This design comes from an exercise in tuning for small area, a short achievable clock period and few clock cycles per item on the open sky130 flow, not from production work.
RTL that was checked went through simulation tests only; none was proved equivalent to the original.
No functional check of the RTL was part of runs 1 and 2.

==> flow/design.v, too long to show whole: its modules and the start of the top module <==
// module ydl_corr_cordic: 694 lines
// module ydl_angle_engine: 231 lines
module ydl_angle_engine (
    input  wire        clk,
    input  wire        rst,
    input  wire        hdr_valid,
    output wire        hdr_ready,
    input  wire [15:0] hdr_start_code,
    input  wire [15:0] hdr_end_code,
    input  wire [7:0]  hdr_count,
    input  wire [13:0] hdr_dist_first,
    input  wire [13:0] hdr_dist_last,
    input  wire        smp_valid,
    output wire        smp_ready,
    input  wire [23:0] smp_raw,
    output wire        out_valid,
    input  wire        out_ready,
    output reg  [15:0] out_angle,
    output reg  [13:0] out_dist,
    output reg  [9:0]  out_intensity,
    output reg         out_last
);
  // ...
==> flow/run.sh <==
#!/bin/bash
# synth_recipe.tcl (not shown) runs the flow's synth.tcl, then flattens the netlist and writes it again
# the make line also repeats each setting of config.mk as NAME=value (left out here)
make -C /OpenROAD-flow-scripts/flow DESIGN_CONFIG=/design/flow/config.mk WORK_HOME=/design/flow/orfs CLKGATE_MAP_FILE= SYNTH_SCRIPT=/design/flow/synth_recipe.tcl finish
==> flow/config.mk <==
export PLATFORM = sky130hd
export DESIGN_NAME = ydl_angle_engine
export DESIGN_NICKNAME = ydl_angle_engine
export VERILOG_FILES = /design/flow/design.v
export SDC_FILE = /design/flow/constraint.sdc
export NUM_CORES = 4
export LEC_CHECK = 0
export CAP_MARGIN = 20
export CORE_MARGIN = 2
export CORE_UTILIZATION = 40
export SLEW_MARGIN = 20
==> flow/constraint.sdc <==
create_clock -name core_clock -period 12.0 [get_ports {clk}]
set_input_delay 2.4000 -clock core_clock [delete_from_list [all_inputs] [get_ports {clk}]]
set_output_delay 2.4000 -clock core_clock [all_outputs]
set_load 0.01 [all_outputs]
==> impl_results.md, run 1 <==
* RSZ-0062 raised after global routing: no
* Initial DRC count at approximately 2400
* Max Clk Rate at 0.1177 GHz
* Non-clock buffer share of cell area at 2.652%
* H-Tree Depth at 3
* Final instance area at between 0.06 and 0.07 sq mm
* Adder-cell share of the synthesized area at 16.37%
* Status: timing/DRC/antenna clean
* WL per Instance at 17.33 microns
* Sequential cell count at roughly 940
* CP delay by family, top: compound AO/OA/AOI/OAI gates
* # setup viols final at 0
* Top layer in use: met5
* Initial antenna violation count at 10
* Fin util at ~45%
* Post-route insts no fill at 6821
* RePlAce Congestion at 0.8767
* Worst hold path type: register to register
* Worst hold start: r0_int[6]$_SDFFCE_PP0N_
* NumNets Final at 5586
* FF+latch count, synth at approximately 940
* Crit Path Category: register to register
* Rel. slew slack at 31.11%
* Initial Utilization at between 40% and 50%
* Worst Path Required at 12460 ps
* Max Cap Viol at 0
* Fraction of layout cells with a size suffix above 1 at approximately 6.7%
* Largest net degree at the start of global routing at 191
* Non-Clock Buffer Count at between 150 and 200
* Yosys top cell area share at between 40% and 50%
* Number of distinct library cells after synthesis at just under 90
* DIE HEIGHT at 377.4 microns
* Period utilization at 70.82%
* Post-synthesis simple-gate area fraction at 8.659%
* Multi-input combinational area share at 41.34%
* Setup crit start kind: register
* Combinational family with the most area after synthesis: adder cells
==> inputs of run 2 (changes only) <==
--- a/flow/config.mk
+++ b/flow/config.mk
@@ -7,2 +7,3 @@
 export LEC_CHECK = 0
+export ABC_AREA = 1
 export CAP_MARGIN = 20
==> run 2 against run 1 <==
  * Critical path depth shrank 8
  * Flip-flop and latch count did not move
  * Fmax grew 48%
  * Clock skew up 38 ps
  * Cell count rose by 17%
  * Global-route usage grew 1.2 points
  * Largest cell class unchanged
  * Critical endpoint is now w_r[2]$_SDFFCE_PN0P_
  * Cell area rose by 3.3%
  * Via count grew 15%
==> impl_results.md, run 2 <==
* Status: timing/DRC/antenna clean
* # setup viols final at 0 (unchanged)
* NumNets Final at 6691 (+20%)
* Critical Path Slowest Stage Cell: o21ai_2
* Die area at around 0.15 sq mm
* Clock Skew at a little under 100 ps
* Multi-input gate area at around 0.027 sq mm
* Synth warnings at 2
* Post-synthesis instance area at ~0.058 sq mm
* Post-layout min period at 5745 ps
* Pins Over Slew Limit at 0
* CTS tree: yes
* RSZ-0062 raised after global routing: no
* Clock slew at reported path FFs at ~60 ps
* Gr ovfl total at 0
* Most numerous cell in the Yosys netlist: nand2_1
* H-Tree Depth at 3 (unchanged)
* I/O pin total at 141
* Root buf cell: clkbuf_16
* IO buf count at between 100 and 150
* Row count at roughly 140
* RePlAce Congestion at 0.8939 (+2.0%)
* # fillers at roughly 14000
* Crit Path Category: register to register
* Crit-path max FO at 17
* FF+latch count, synth at 938 (unchanged)
* Most frequent cells in the layout: nand2_1 (1189), edfxtp_1 (916), inv_1 (696), ha_1 (469), nor2_1 (408)
* Most frequent CP cell: nand2_1
* Max Clk Rate at 0.1741 GHz (+48%)
* Worst hold path type: register to register
* Sequential cell area fraction in the yosys report at 48.16%
* Sequential standard cell area at about 0.028 sq mm
* Largest net degree at the start of global routing at 172 (-9.9%)
* Worst Path Required at 12490 ps (+30 ps)
* DRT antenna net count at 0
* Initial antenna violation count at 13 (+3)
* WL per Instance at 16.59 microns (-4.3%)
* Setup crit start kind: register
* Worst-Margin Slew at around 1100 ps
* CP max stage delay at approximately 430 ps
* Yosys top cell by area: edfxtp_1
* Cts bufs inserted at a little over 100
* CP delay by family, top: compound AO/OA/AOI/OAI gates
* Yosys top cell area share at 47.40% (-1.9 points)
* Mapped Cells at roughly 5800
* Final instance area at 0.06515 sq mm (+3.3%)
* Number of enable flip-flop cells after synthesis at just over 900
* DPL Wire Length at between 100 and 150 mm
* Most common cell after layout, fill and taps aside: nand2_1
* Crit end category: register
* GRT Overall Usage at 17.85%
* Initial Utilization at 40.35% (+0.24 points)
* Post-CTS Resized at 0
* DR vias at between 30000 and 40000
* Fraction of layout cells with a size suffix above 1 at 4.695% (-2.0 points)
* Layout area overhead at 12.26%
* Vias in the first global route at between 30000 and 40000
* CTS hold repair buffers at 0
* Post-CTS setup buffers at 0
* Max clock buf depth at 3
* Period utilization at 47.87% (-23 points)
* TNS Setup at 0 ps
* Clk Latency, worst-skew pair at ~770 ps
* Via-per-instance ratio at between 5 and 6
* Core ar. at between 0.1 and 0.15 sq mm
* Die W at just under 400 microns
* TritonCTS Sinks at about 940
* DIE HEIGHT at 384.9 microns (+2.0%)
* Post-synth ARST share at 0%
* Critical path arrival at about 6200 ps
* Initial DRC count at 2741 (+16%)
* Rel. slew slack at 29.89% (-1.2 points)
* First-pass GRT wire length at between 200 and 250 mm
* Number of distinct library cells after synthesis at 74 (-16%)
* Drt first pass iters at 6
* Top post-synthesis cells by area: edfxtp_1 (47%), ha_1 (10%), nand2_1 (7.7%)
* Mapped Avg Cell Area at approximately 10 sq um
* Routed WL at between 100 and 150 mm
* Final hold vios at 0
* Max Cap Viol at 0 (unchanged)
* WHS at approximately 380 ps
* CP cell instances: inv_1 > ha_1 > nand2_1 > or3b_1 > o21ai_2 > o21ai_0 > ha_1 > nand2_1 > o31ai_2 > nand3_1 > o21ai_0 > inv_1 > nand2_1 > inv_2 > o21ai_0 > ha_1 > nand3_1 > nand2_1 > nand2_1 > o311ai_0 > a21oi_1 > nand3_2 > nor2_1 > nor2_1
* Ys flop type: edfxtp_1
* Total buffers and inverters traversed by the critical path at 3
* Placed cell area at around 0.062 sq mm
* Most instantiated cells after synthesis: nand2_1 (1190), edfxtp_1 (916), inv_1 (697)
* DRC viols at 0
-- run 2: cell count changes after synthesis, sizes merged, moves of 50 or more --
cell	delta
o21ai	+103
mux2i	-71
nand2	+911
nor2	+146
mux2	-71
xnor2	-154
nand3	+140
xor2	+125
a21o	-79
a21oi	+118
inv	+311
nor2b	-50
-- run 2: path summary, 6_finish.rpt --
path / start / to / slack (ps) / depth (start not counted)
hold / removal: u_corr.pay_r11[7]$_DFFE_PN_ / u_corr.pay_r13[7]$_DFFE_PN_ / 380 / 0
setup reg to reg: w_dv[5]$_DFFE_PP_ / w_r[2]$_SDFFCE_PN0P_ / 6260 / 24
hold reg to reg: u_corr.pay_r11[7]$_DFFE_PN_ / u_corr.pay_r13[7]$_DFFE_PN_ / 380 / 0
setup / recovery: w_dv[5]$_DFFE_PP_ / w_r[2]$_SDFFCE_PN0P_ / 6260 / 24
-- run 2: area by class of cell --
cell class / instances / share of cell area (%)
inverter: 719 / 4.166
multi-input combinational: 4039 / 41.51
sequential: 938 / 42.90
tap: 1903 / 3.655
clock buffer: 123 / 4.133
clock inverter: 69 / 1.206
antenna: 1 / 0.003841
timing repair buffer: 161 / 2.424
-- run 2: logic make-up after synthesis --
logic type      Yosys count  synth area share (%)
simple gates           1993                 14.43
flops                   938                 48.16
compound gates          909                 8.756
buf+inv                 807                 5.384
fa+ha+maj               632                 15.73
xor+xnor                496                 7.531
other cells               1              0.006462
-- run 2: metrics by stage --
| stage | util [%] | setup slack (ps) | instances |
|---|---|---|---|
| finish | 45.30 | 6255 | 7953 |
| global route | 45.30 | 5506 | 7953 |
| CTS | 45.29 | 6177 | 7952 |
| detailed placement | 42.87 | 6207 | 7760 |
| global placement | 42.87 | 6306 | 7760 |
| floorplan | - | 2396 | 5784 |
-- run 2: metal layers --
layer / track usage (%) / share of wire [%]
met4: 3.573 / 1.6
met5: 0 / 0.066
met2: 28.34 / 45
met3: 3.165 / 5.4
met1: 25.58 / 48
-- run 2: worst register-to-register path, delay by kind of cell (launching register included) --
kind                     cells  cell delay [ps]
AO/OA/AOI/OAI                7             2100
adder cells (fa/ha/maj)      3             1020
buffers and inverters        3              290
flip-flops                   1              320
AND/OR/NAND/NOR             11             1750
==> module ydl_angle_engine, before the edit <==
module ydl_angle_engine (
    input  wire        clk,
    input  wire        rst,
    input  wire        hdr_valid,
    output wire        hdr_ready,
    input  wire [15:0] hdr_start_code,
    input  wire [15:0] hdr_end_code,
    input  wire [7:0]  hdr_count,
    input  wire [13:0] hdr_dist_first,
    input  wire [13:0] hdr_dist_last,
    input  wire        smp_valid,
    output wire        smp_ready,
    input  wire [23:0] smp_raw,
    output wire        out_valid,
    input  wire        out_ready,
    output reg  [15:0] out_angle,
    output reg  [13:0] out_dist,
    output reg  [9:0]  out_intensity,
    output reg         out_last
);
    localparam [2:0] W_IDLE = 3'd0,   
                     W_S0   = 3'd1,   
                     W_S1   = 3'd2,   
                     W_WT   = 3'd3,   
                     W_DIV  = 3'd4,   
                     W_DONE = 3'd5;   
    reg        out_v, skid_v;
    reg [15:0] sk_angle;
    reg [13:0] sk_dist;
    reg [9:0]  sk_int;
    reg        sk_last;
    wire       en = ~skid_v;
    assign out_valid = out_v;
    reg  [2:0]  w_st;
    reg  [3:0]  w_cnt;
    reg  [7:0]  w_dv;               
    reg         w_nb, w_nd;         
    reg  [20:0] w_f;                
    reg  [26:0] w_q;                
    reg  [7:0]  w_r;
    reg         p_v, p_conv;
    reg  [20:0] p_f;
    reg  [7:0]  p_n;
    reg  [26:0] p_step;
    reg         e_act, e_conv;
    reg  [7:0]  e_rem;
    reg  [26:0] e_acc, e_step;
    wire        w_bub = w_nb & ((w_st == W_S0) | (w_st == W_S1));
    assign hdr_ready = (w_st == W_DONE) & ~p_v;
    assign smp_ready = en & e_act & ~w_bub;
    wire        hdr_take = hdr_valid & hdr_ready;
    wire        smp_take = smp_valid & smp_ready;
    wire        e_last = (e_rem == 8'd1);
    wire        p_to_e = p_v & (~e_act | (smp_take & e_last));
    reg         r0_v, r0_b, r0_last, r0_conv;
    reg  [13:0] r0_d;
    reg  [9:0]  r0_int;
    reg  [20:0] r0_z;
    always @(posedge clk) begin
        if (rst)
            r0_v <= 1'b0;
        else if (en)
            r0_v <= w_bub | smp_take;
    end
    always @(posedge clk) begin
        if (en) begin
            if (w_bub) begin
                r0_b    <= 1'b1;
                r0_last <= (w_st == W_S1);
                r0_conv <= 1'b1;
                r0_d    <= (w_st == W_S0) ? hdr_dist_first : hdr_dist_last;
                r0_z    <= {6'd0, (w_st == W_S0) ? hdr_start_code[15:1] : hdr_end_code[15:1]};
                r0_int  <= 10'd0;
            end else begin
                r0_b    <= 1'b0;
                r0_last <= e_last;
                r0_conv <= e_conv;
                r0_d    <= smp_raw[23:10];
                r0_int  <= smp_raw[9:0];
                r0_z    <= e_acc[26:6];
            end
        end
    end
    wire        x_v;
    wire [25:0] x_pay;
    wire [20:0] x_z;
    wire [15:0] x_ang;
    ydl_corr_cordic u_corr (
        .clk    (clk),
        .rst    (rst),
        .en     (en),
        .in_v   (r0_v),
        .in_pay ({r0_b, r0_last, r0_int, r0_d}),
        .in_d   (r0_d),
        .in_z   (r0_z),
        .in_conv(r0_conv),
        .out_v  (x_v),
        .out_pay(x_pay),
        .out_z  (x_z),
        .out_ang(x_ang)
    );
    wire        x_b    = x_pay[25];
    wire        x_last = x_pay[24];
    wire [9:0]  x_int  = x_pay[23:14];
    wire [13:0] x_d    = x_pay[13:0];
    wire        res_v  = x_v & ~x_b;
    always @(posedge clk) begin
        if (rst) begin
            out_v  <= 1'b0;
            skid_v <= 1'b0;
        end else if (skid_v) begin
            if (out_ready)
                skid_v <= 1'b0;
        end else if (~out_v | out_ready) begin
            out_v <= res_v;
        end else if (res_v) begin
            skid_v <= 1'b1;
        end
    end
    always @(posedge clk) begin
        if (skid_v) begin
            if (out_ready) begin
                out_angle     <= sk_angle;
                out_dist      <= sk_dist;
                out_intensity <= sk_int;
                out_last      <= sk_last;
            end
        end else if (~out_v | out_ready) begin
            if (res_v) begin
                out_angle     <= x_ang;
                out_dist      <= x_d;
                out_intensity <= x_int;
                out_last      <= x_last;
            end
        end else if (res_v) begin
            sk_angle <= x_ang;
            sk_dist  <= x_d;
            sk_int   <= x_int;
            sk_last  <= x_last;
        end
    end
    wire [8:0]  r2a = {w_r, w_q[26]};
    wire [9:0]  dfa = {1'b0, r2a} - {2'b0, w_dv};
    wire        gea = ~dfa[9];
    wire [7:0]  ra  = gea ? dfa[7:0] : r2a[7:0];
    wire [8:0]  r2b = {ra, w_q[25]};
    wire [9:0]  dfb = {1'b0, r2b} - {2'b0, w_dv};
    wire        geb = ~dfb[9];
    wire [7:0]  rb  = geb ? dfb[7:0] : r2b[7:0];
    wire [8:0]  r2c = {rb, w_q[24]};
    wire [9:0]  dfc = {1'b0, r2c} - {2'b0, w_dv};
    wire        gec = ~dfc[9];
    wire [7:0]  rc  = gec ? dfc[7:0] : r2c[7:0];
    wire        xb_en = en & x_v & x_b;
    wire [20:0] span = x_z - w_f;
    always @(posedge clk) begin
        if (rst) begin
            w_st <= W_IDLE;
        end else begin
            case (w_st)
                W_IDLE: if (hdr_valid) begin
                    w_dv <= hdr_count - 8'd1;
                    w_nb <= (hdr_count > 8'd1);
                    w_nd <= (hdr_count > 8'd2);
                    w_st <= W_S0;
                end
                W_S0: begin
                    if (~w_nb)
                        w_st <= W_DONE;
                    else if (en)
                        w_st <= W_S1;
                end
                W_S1: if (en) w_st <= W_WT;
                W_WT: if (xb_en) begin
                    if (~x_last)
                        w_f <= x_z;
                    else begin
                        w_q   <= {span, 6'd0};
                        w_r   <= 8'd0;
                        w_cnt <= 4'd0;
                        w_st  <= w_nd ? W_DIV : W_DONE;
                    end
                end
                W_DIV: begin
                    w_q   <= {w_q[23:0], gea, geb, gec};
                    w_r   <= rc;
                    w_cnt <= w_cnt + 4'd1;
                    if (w_cnt == 4'd8)
                        w_st <= W_DONE;
                end
                W_DONE: if (hdr_valid & ~p_v) w_st <= W_IDLE;
                default: w_st <= W_IDLE;
            endcase
        end
    end
    always @(posedge clk) begin
        if (rst)
            p_v <= 1'b0;
        else if (hdr_take)
            p_v <= 1'b1;
        else if (p_to_e)
            p_v <= 1'b0;
    end
    always @(posedge clk) begin
        if (hdr_take) begin
            p_conv <= ~w_nb;
            p_f    <= w_nb ? w_f : {6'd0, hdr_start_code[15:1]};
            p_n    <= hdr_count;
            p_step <= w_q;
        end
    end
    always @(posedge clk) begin
        if (rst)
            e_act <= 1'b0;
        else if (p_to_e)
            e_act <= 1'b1;
        else if (smp_take & e_last)
            e_act <= 1'b0;
    end
    always @(posedge clk) begin
        if (p_to_e) begin
            e_conv <= p_conv;
            e_rem  <= p_n;
            e_acc  <= {p_f, 6'd0};
            e_step <= p_step;
        end else if (smp_take) begin
            e_rem  <= e_rem - 8'd1;
            e_acc  <= e_acc + e_step;
        end
    end
endmodule
==> inputs of run 3 (changes only) <==
--- a/flow/design.v
+++ b/flow/design.v
@@ -730,5 +730,6 @@
     reg  [7:0]  w_dv;               
+    reg  [9:0]  w_dv3;              
     reg         w_nb, w_nd;         
     reg  [20:0] w_f;                
-    reg  [26:0] w_q;                
+    reg  [27:0] w_q;                
     reg  [7:0]  w_r;
@@ -737,6 +738,6 @@
     reg  [7:0]  p_n;
-    reg  [26:0] p_step;
+    reg  [27:0] p_step;
     reg         e_act, e_conv;
     reg  [7:0]  e_rem;
-    reg  [26:0] e_acc, e_step;
+    reg  [27:0] e_acc, e_step;
     wire        w_bub = w_nb & ((w_st == W_S0) | (w_st == W_S1));
@@ -773,3 +774,3 @@
                 r0_int  <= smp_raw[9:0];
-                r0_z    <= e_acc[26:6];
+                r0_z    <= e_acc[27:7];
             end
@@ -835,14 +836,14 @@
     end
-    wire [8:0]  r2a = {w_r, w_q[26]};
-    wire [9:0]  dfa = {1'b0, r2a} - {2'b0, w_dv};
-    wire        gea = ~dfa[9];
-    wire [7:0]  ra  = gea ? dfa[7:0] : r2a[7:0];
-    wire [8:0]  r2b = {ra, w_q[25]};
-    wire [9:0]  dfb = {1'b0, r2b} - {2'b0, w_dv};
-    wire        geb = ~dfb[9];
-    wire [7:0]  rb  = geb ? dfb[7:0] : r2b[7:0];
-    wire [8:0]  r2c = {rb, w_q[24]};
-    wire [9:0]  dfc = {1'b0, r2c} - {2'b0, w_dv};
-    wire        gec = ~dfc[9];
-    wire [7:0]  rc  = gec ? dfc[7:0] : r2c[7:0];
+    wire [9:0]  r4a = {w_r, w_q[27:26]};
+    wire [10:0] a1  = {1'b0, r4a} - {3'b0, w_dv};
+    wire [10:0] a2  = {1'b0, r4a} - {2'b0, w_dv, 1'b0};
+    wire [10:0] a3  = {1'b0, r4a} - {1'b0, w_dv3};
+    wire [1:0]  qa  = ~a3[10] ? 2'd3 : ~a2[10] ? 2'd2 : ~a1[10] ? 2'd1 : 2'd0;
+    wire [7:0]  ra  = ~a3[10] ? a3[7:0] : ~a2[10] ? a2[7:0] : ~a1[10] ? a1[7:0] : r4a[7:0];
+    wire [9:0]  r4b = {ra, w_q[25:24]};
+    wire [10:0] b1  = {1'b0, r4b} - {3'b0, w_dv};
+    wire [10:0] b2  = {1'b0, r4b} - {2'b0, w_dv, 1'b0};
+    wire [10:0] b3  = {1'b0, r4b} - {1'b0, w_dv3};
+    wire [1:0]  qb  = ~b3[10] ? 2'd3 : ~b2[10] ? 2'd2 : ~b1[10] ? 2'd1 : 2'd0;
+    wire [7:0]  rb  = ~b3[10] ? b3[7:0] : ~b2[10] ? b2[7:0] : ~b1[10] ? b1[7:0] : r4b[7:0];
     wire        xb_en = en & x_v & x_b;
@@ -867,3 +868,5 @@
                 W_S1: if (en) w_st <= W_WT;
-                W_WT: if (xb_en) begin
+                W_WT: begin
+                    w_dv3 <= {2'b0, w_dv} + {1'b0, w_dv, 1'b0};
+                    if (xb_en) begin
                     if (~x_last)
@@ -871,3 +874,3 @@
                     else begin
-                        w_q   <= {span, 6'd0};
+                        w_q   <= {span, 7'd0};
                         w_r   <= 8'd0;
@@ -876,8 +879,9 @@
                     end
+                    end
                 end
                 W_DIV: begin
-                    w_q   <= {w_q[23:0], gea, geb, gec};
-                    w_r   <= rc;
+                    w_q   <= {w_q[23:0], qa, qb};
+                    w_r   <= rb;
                     w_cnt <= w_cnt + 4'd1;
-                    if (w_cnt == 4'd8)
+                    if (w_cnt == 4'd6)
                         w_st <= W_DONE;
@@ -917,3 +921,3 @@
             e_rem  <= p_n;
-            e_acc  <= {p_f, 6'd0};
+            e_acc  <= {p_f, 7'd0};
             e_step <= p_step;
--- a/flow/config.mk
+++ b/flow/config.mk
@@ -11,2 +11,3 @@
 export CORE_UTILIZATION = 40
+export SETUP_SLACK_MARGIN = 5
 export SLEW_MARGIN = 20
==> run 3 against run 2 <==
  * Still clean on timing, DRC and antenna
  * Fmax increased by 3.8%
  * Largest cell class is now multi-input combinational cells
  * Via count increased by 4.7%
==> impl_results.md, run 3 <==
* Largest net degree at the start of global routing at 104 (-40%)
* Multi-input gate area at 0.02850 sq mm (+5.4%)
* Post-CTS Resized at 0 (unchanged)
* Flop2flop setup slack at 6470 ps (+210 ps)
* Critical Path Start: r0_d[10]$_DFFE_PN_
* Synth warnings at 2 (unchanged)
* CTS hold repair buffers at 0 (unchanged)
* Root buf cell: clkbuf_16
* Post-synthesis instance area at 0.06014 sq mm (+3.6%)
* DRT antenna net count at 0 (unchanged)
* H-Tree Depth at 3 (unchanged)
* WL per Instance at 16.34 microns (-1.5%)
* Clk Latency, worst-skew pair at 710 ps (-60 ps)
* Die area at 0.1535 sq mm (+3.6%)
* Cts bufs inserted at 103 (unchanged)
* GRT Overall Usage at 17.95% (+0.10 points)
* Post-synth ARST share at 0% (unchanged)
* Pins Over Slew Limit at 0 (unchanged)
* Via-per-instance ratio at 4.988 (-0.51%)
* Worst Path Required at 12450 ps (-40 ps)
* Post-CTS setup buffers at 0 (unchanged)
* DR vias at 41750 (+4.7%)
* Yosys top cell area share at 46.39% (-1.0 points)
* Sequential cell area fraction in the yosys report at 47.15% (-1.0 points)
* NumNets Final at 7038 (+5.2%)
* RePlAce Congestion at 0.9090 (+1.7%)
* Status: timing/DRC/antenna clean
* Initial antenna violation count at 0 (-13)
* I/O pin total at 141 (unchanged)
* Clock Skew at 26.32 ps (-70.48 ps)
* TNS Setup at 0 ps (unchanged)
* Final hold vios at 0 (unchanged)
* # fillers at 14160 (+4.9%)
* Setup crit start kind: register
* Initial Utilization at 40.20% (-0.15 points)
* Capture point of the worst path: u_corr.y_r1[14]$_DFFE_PN_
* Period utilization at 46.12% (-1.8 points)
* Crit end category: register
* Crit Path Category: register to register
* Worst-Margin Slew at 1013 ps (-38.57 ps)
* DRC viols at 0 (unchanged)
* Yosys top cell by area: edfxtp_1
* Worst hold path type: register to register
* Top post-synthesis cells by area: edfxtp_1 (46%), ha_1 (11%), nand2_1 (8.0%)
* Most instantiated cells after synthesis: nand2_1 (1288), edfxtp_1 (929), inv_1 (774)
* Ys flop type: edfxtp_1
* Worst r2r src: r0_d[10]$_DFFE_PN_
* Mapped Avg Cell Area at 9.902 sq um (-1.4%)
* Die W at 391.7 microns (+1.8%)
* RSZ-0062 raised after global routing: no
* Max Cap Viol at 0 (unchanged)
* Core ar. at 0.1496 sq mm (+4.0%)
* Routed WL at 136.8 mm (+3.7%)
* Gr ovfl total at 0 (unchanged)
* Rel. slew slack at 32.21% (+2.3 points)
* Most frequent cells in the layout: nand2_1 (1286), edfxtp_1 (929), inv_1 (772), ha_1 (508), a21oi_1 (413)
* Sequential standard cell area at 0.02836 sq mm (+1.5%)
* DIE HEIGHT at 391.7 microns (+1.8%)
* FF+latch count, synth at 952 (+1.5%)
* Post-layout min period at 5534 ps (-210.9 ps)
* Mapped Cells at 6073 (+5.1%)
* Clock slew at reported path FFs at 60 ps (about the same)
* First-pass GRT wire length at 219.0 mm (+4.1%)
* Layout area overhead at 12.44%
* Row count at 142 (+2.2%)
* Placed cell area at 0.06396 sq mm (+3.7%)
* Most common cell after layout, fill and taps aside: nand2_1
* Most numerous cell in the Yosys netlist: nand2_1
* Final instance area at 0.06762 sq mm (+3.8%)
* Max Clk Rate at 0.1807 GHz (+3.8%)
* Initial DRC count at 2932 (+7.0%)
* Worst r2r path cells at 25 (+4.2%)
* Max clock buf depth at 3 (unchanged)
* Number of enable flip-flop cells after synthesis at 929 (+1.4%)
* Drt first pass iters at 5 (-1)
* Crit-path max FO at 28 (+11)
* DPL Wire Length at 105.7 mm (+5.0%)
* Worst flop-to-flop path endpoint: u_corr.y_r1[14]$_DFFE_PN_
* # setup viols final at 0 (unchanged)
* Fraction of layout cells with a size suffix above 1 at 4.706% (+0.011 points)
* Critical path arrival at 5990 ps (-250 ps)
* CTS tree: yes
* IO buf count at 138 (unchanged)
* Vias in the first global route at 40590 (+4.4%)
* Number of distinct library cells after synthesis at 72 (-2.7%)
* TritonCTS Sinks at 952 (+1.5%)
==> run 3: cell count changes after synthesis, moves of 17 or more <==
cell / change
inv_1: +77
xor2_1: +24
a21oi_1: +55
nand3_1: +54
xnor2_1: -17
nor2_1: -69
o21ai_1: -38
nand4_1: +24
ha_1: +39
nand2_1: +98
==> run 3: worst min path at each step <==
stage	from	to	slack [ps]	cells after the start
2_1_floorplan	p_conv$_DFFE_PP_	e_conv$_DFFE_PP_	400	0
3_3_place_gp	u_corr.pay_r11[15]$_DFFE_PN_	u_corr.pay_r13[15]$_DFFE_PN_	400	0
3_5_place_dp	p_step[19]$_DFFE_PP_	e_step[19]$_DFFE_PP_	400	0
4_1_cts	u_corr.z_r7[4]$_DFFE_PN_	u_corr.z_r9[4]$_DFFE_PN_	400	0
5_1_grt	u_corr.z_r7[7]$_DFFE_PN_	u_corr.z_r9[7]$_DFFE_PN_	410	0
6_report	u_corr.z_r7[4]$_DFFE_PN_	u_corr.z_r9[4]$_DFFE_PN_	400	0
==> run 3: layout make-up <==
cell class / count / share of cell area, %
sequential: 952 / 41.94
tap: 2016 / 3.730
clock inverter: 69 / 1.434
multi-input combinational: 4251 / 42.15
clock buffer: 123 / 3.952
timing repair buffer: 168 / 2.387
antenna: 1 / 0.003701
inverter: 790 / 4.404
==> run 3: cell families (layout without fill, tap and decap cells) <==
group	Yosys count	count (layout)	share of synthesized area, %
AO/OA/AOI/OAI	954	954	8.951
flip-flops	952	952	47.15
other	1	10	0.006236
adder cells (fa/ha/maj)	675	675	16.13
XOR/XNOR	502	502	7.324
buffers and inverters	878	1150	5.613
AND/OR/NAND/NOR	2111	2111	14.82
==> run 3: metal layers <==
metal,part of all wire [%],global-route usage [%],wire (microns)
met1,48,25.32,65540
met2,45,29.00,62030
met3,4.4,2.551,6011
met4,2.3,4.601,3200
met5,0,0,0
==> run 3: critical path, cell delays in order (launching register included) <==
cell      delay (ps)
edfxtp_1         460
nor2_2           210
nand3_4          160
nor2_4           180
inv_1             90
nor2_1           120
nor3_2            70
nand2_4          230
inv_1            160
ha_1             280
nand2_1          150
inv_1             50
nand2_1           80
inv_1             50
o21ai_0          420
a21oi_1          130
ha_1             320
fa_1             460
ha_1             370
nand2_1           90
nor2_1           130
inv_1             70
o41ai_1          650
nand3_1          140
nand2_1          110
xor2_1            60
==> run 3: stage by stage <==
stage                     hold slack [ps]  setup WS (ps)  util (%)  std cells
after floorplan                     400.3           5874         -       6081
after global placement              400.1           6649     42.75       8176
after detailed placement            404.5           6616     42.75       8176
after CTS                           400.1           6606     45.19       8368
after global routing                413.6           6050     45.20       8369
final                               403.6           6466     45.20       8370
Testbench counts of run 3, summed over its fixed seeds: cycles 60,086, items 56,574.
==> inputs of run 4 (changes only) <==
--- a/flow/config.mk
+++ b/flow/config.mk
@@ -11,3 +11,2 @@
 export CORE_UTILIZATION = 40
-export SETUP_SLACK_MARGIN = 5
 export SLEW_MARGIN = 20
==> run 4 against run 3 <==
  * Synthesized cell count stayed put
  * Cell area down 0.17%
  * Area after synthesis unchanged
  * Die area did not move
  * Non-clock buffer count decreased by 4
==> impl_results.md, run 4 <==
* Status: timing/DRC/antenna clean
* I/O pin total at 141 (unchanged)
* Most numerous cell in the Yosys netlist: nand2_1
* # fillers at 14220 (+0.38%)
* Period utilization at 45.61% (-0.50 points)
* Most common cell after layout, fill and taps aside: nand2_1
* Routed WL at 139.4 mm (+1.9%)
* Max Clk Rate at 0.1827 GHz (+1.1%)
* Crit end category: register
* DRC viols at 0 (unchanged)
* H-Tree Depth at 3 (unchanged)
* Final hold vios at 0 (unchanged)
* Most instantiated cells after synthesis: nand2_1 (1288), edfxtp_1 (929), inv_1 (774)
* Vias in the first global route at 41540 (+2.3%)
* Drt first pass iters at 6 (+1)
* Mapped Cells at 6073 (unchanged)
* Row count at 142 (unchanged)
* Core ar. at 0.1496 sq mm (unchanged)
* Most frequent cells in the layout: nand2_1 (1287), edfxtp_1 (929), inv_1 (772), ha_1 (508), a21oi_1 (413)
* Clk Latency, worst-skew pair at 760 ps (+50 ps)
* Max clock buf depth at 3 (unchanged)
* # setup viols final at 0 (unchanged)
* Synth warnings at 2 (unchanged)
* Rel. slew slack at 25.33% (-6.9 points)
* Placed Cells at 8173 (-0.037%)
* Initial DRC count at 3159 (+7.7%)
* GRT Overall Usage at 18.26% (+0.31 points)
* Clock slew at reported path FFs at 60 ps (about the same)
* Largest net degree at the start of global routing at 196 (+88%)
* TritonCTS Sinks at 952 (unchanged)
* Worst-Margin Slew at 1120 ps (+107.0 ps)
* TNS Setup at 0 ps (unchanged)
* Post-route insts no fill at 8375 (+0.060%)
* Mapped Avg Cell Area at 9.902 sq um (unchanged)
* DR vias at 41940 (+0.44%)
* RePlAce Congestion at 0.9294 (+2.2%)
* WL per Instance at 16.64 microns (+1.8%)
* Die area at 0.1535 sq mm (unchanged)
* Cts bufs inserted at 105 (+1.9%)
* Worst hold path type: register to register
* Post-synth ARST share at 0% (unchanged)
* Sequential cell area fraction in the yosys report at 47.15% (unchanged)
* NumNets Final at 7036 (-0.028%)
* Gr ovfl total at 0 (unchanged)
* Post-CTS setup buffers at 0 (unchanged)
* Number of distinct library cells after synthesis at 72 (unchanged)
* Via-per-instance ratio at 5.007 (+0.38%)
* Max Cap Viol at 0 (unchanged)
* Slack of the critical path at 6526 ps (+60.27 ps)
* Worst r2r path cells at 25 (unchanged)
* Number of enable flip-flop cells after synthesis at 929 (unchanged)
* Pre-CTS setup slack at 6501 ps (-115.5 ps)
* First-pass GRT wire length at 223.8 mm (+2.2%)
* Yosys top cell area share at 46.39% (unchanged)
* Post-CTS Resized at 0 (unchanged)
* Pins Over Slew Limit at 0 (unchanged)
* Ys flop type: edfxtp_1
* IO buf count at 138 (unchanged)
* DIE HEIGHT at 391.7 microns (unchanged)
* Fraction of layout cells with a size suffix above 1 at 4.609% (-0.097 points)
* Yosys top cell by area: edfxtp_1
* Initial antenna violation count at 3 (+3)
* FF+latch count, synth at 952 (unchanged)
* RSZ-0062 raised after global routing: no
* Post-synthesis instance area at 0.06014 sq mm (unchanged)
* DRT antenna net count at 0 (unchanged)
* Setup crit start kind: register
* Crit Path Category: register to register
* DPL Wire Length at 106.3 mm (+0.55%)
* Initial Utilization at 40.20% (unchanged)
* CTS hold repair buffers at 0 (unchanged)
* CTS tree: yes
* Root buf cell: clkbuf_16
* WHS at 372.9 ps (-30.71 ps)
* Die W at 391.7 microns (unchanged)
* Post-layout min period at 5474 ps (-60.27 ps)
* Layout area overhead at 12.24%
* Crit-path max FO at 28 (unchanged)
* Clock Skew at 98.20 ps (+71.88 ps)
* Critical path arrival at 5910 ps (-80 ps)
* Worst Path Required at 12440 ps (about the same)
* Top post-synthesis cells by area: edfxtp_1 (46%), ha_1 (11%), nand2_1 (8.0%)
* WHS Path Cells at 0 (unchanged)
run 4: cell counts after synthesis:
Identical to the previous run, type by type.
run 4: stage by stage:
step	utilization, %	cell area, sq um
final	45.12	67500
after global routing	45.12	67500
after CTS	45.12	67500
after detailed placement	42.75	63950
after global placement	42.75	63950
after floorplan	-	60170
run 4: layout make-up:
| class | instances | area, sq um | share of cell area [%] |
|---|---|---|---|
| multi-input combinational | 4251 | 28500 | 42.22 |
| sequential | 952 | 28360 | 42.01 |
| inverter | 790 | 2978 | 4.412 |
| clock buffer | 123 | 2705 | 4.007 |
| tap | 2016 | 2522 | 3.737 |
| timing repair buffer | 164 | 1589 | 2.354 |
| clock inverter | 77 | 844.6 | 1.251 |
| antenna | 2 | 5.005 | 0.007414 |
run 4: logic make-up after synthesis:
group | count (synthesis) | synth area share (%)
xor+xnor | 502 | 7.324
fa+ha+maj | 675 | 16.13
other cells | 1 | 0.006236
simple gates | 2111 | 14.82
compound gates | 954 | 8.951
buf+inv | 878 | 5.613
flops | 952 | 47.15
run 4: path summary, 6_finish.rpt:
path                                             startpoint  slack, ps                     endpoint
worst min-delay path            u_corr.pay_r3[13]$_DFFE_PN_        370  u_corr.pay_r5[13]$_DFFE_PN_
worst min register to register  u_corr.pay_r3[13]$_DFFE_PN_        370  u_corr.pay_r5[13]$_DFFE_PN_
worst max register to register           r0_d[10]$_DFFE_PN_       6530    u_corr.y_r1[14]$_DFFE_PN_
worst max-delay path                     r0_d[10]$_DFFE_PN_       6530    u_corr.y_r1[14]$_DFFE_PN_
run 4: per-layer routing:
| layer | global-route usage [%] | part of all wire, % |
|---|---|---|
| met5 | 0 | 0 |
| met4 | 4.881 | 2.2 |
| met3 | 2.108 | 4.3 |
| met2 | 29.81 | 46 |
| met1 | 25.74 | 48 |
run 4: critical path, stage by stage, from the launching register on:
cell	delay (ps)
edfxtp_1	460
nor2_2	200
nand3_4	160
nor2_4	190
inv_1	80
nor3_2	130
nor3_2	70
nand2_4	240
inv_1	170
ha_1	300
nand2_1	140
inv_1	50
nand2_1	80
inv_1	60
o21ai_0	380
a21oi_1	130
ha_1	320
fa_1	460
ha_1	370
nand2_1	80
nor2_1	140
inv_1	80
o41ai_1	520
nand3_1	160
nand2_1	110
xor2_1	60

[port drivers added, routing unchanged]
No port has a modelled driver above. Below, the same layouts with a new extraction and two added sets of constraints. Step 1 (the two cells are an assumption about what drives the block):
set clk [get_ports {clk}]
set_driving_cell -lib_cell sky130_fd_sc_hd__clkbuf_16 $clk
set_driving_cell -lib_cell sky130_fd_sc_hd__buf_2 [delete_from_list [all_inputs] $clk]
Step 2 also shifts input and output timing later by t, the mid clock arrival at the registers, as if the neighbouring blocks saw the same clock. Slacks: no drivers / after step 1 / after step 2; pairs: no drivers / after step 1.
run | shift t [ns] | slack for setup (ns) | worst setup path at the end | latest minus earliest clock arrival (ns)
run 1 | 0.792 | 3.501 / 3.501 / 3.501 | register to register | 0.062 / 0.062
run 2 | 0.798 | 6.255 / 6.255 / 6.255 | register to register | 0.098 / 0.097
run 3 | 0.779 | 6.466 / 6.466 / 6.466 | register to register | 0.030 / 0.030
run 4 | 0.783 | 6.526 / 6.454 / 6.526 | register to register | 0.102 / 0.103
After both steps setup and hold are still met in every run listed.
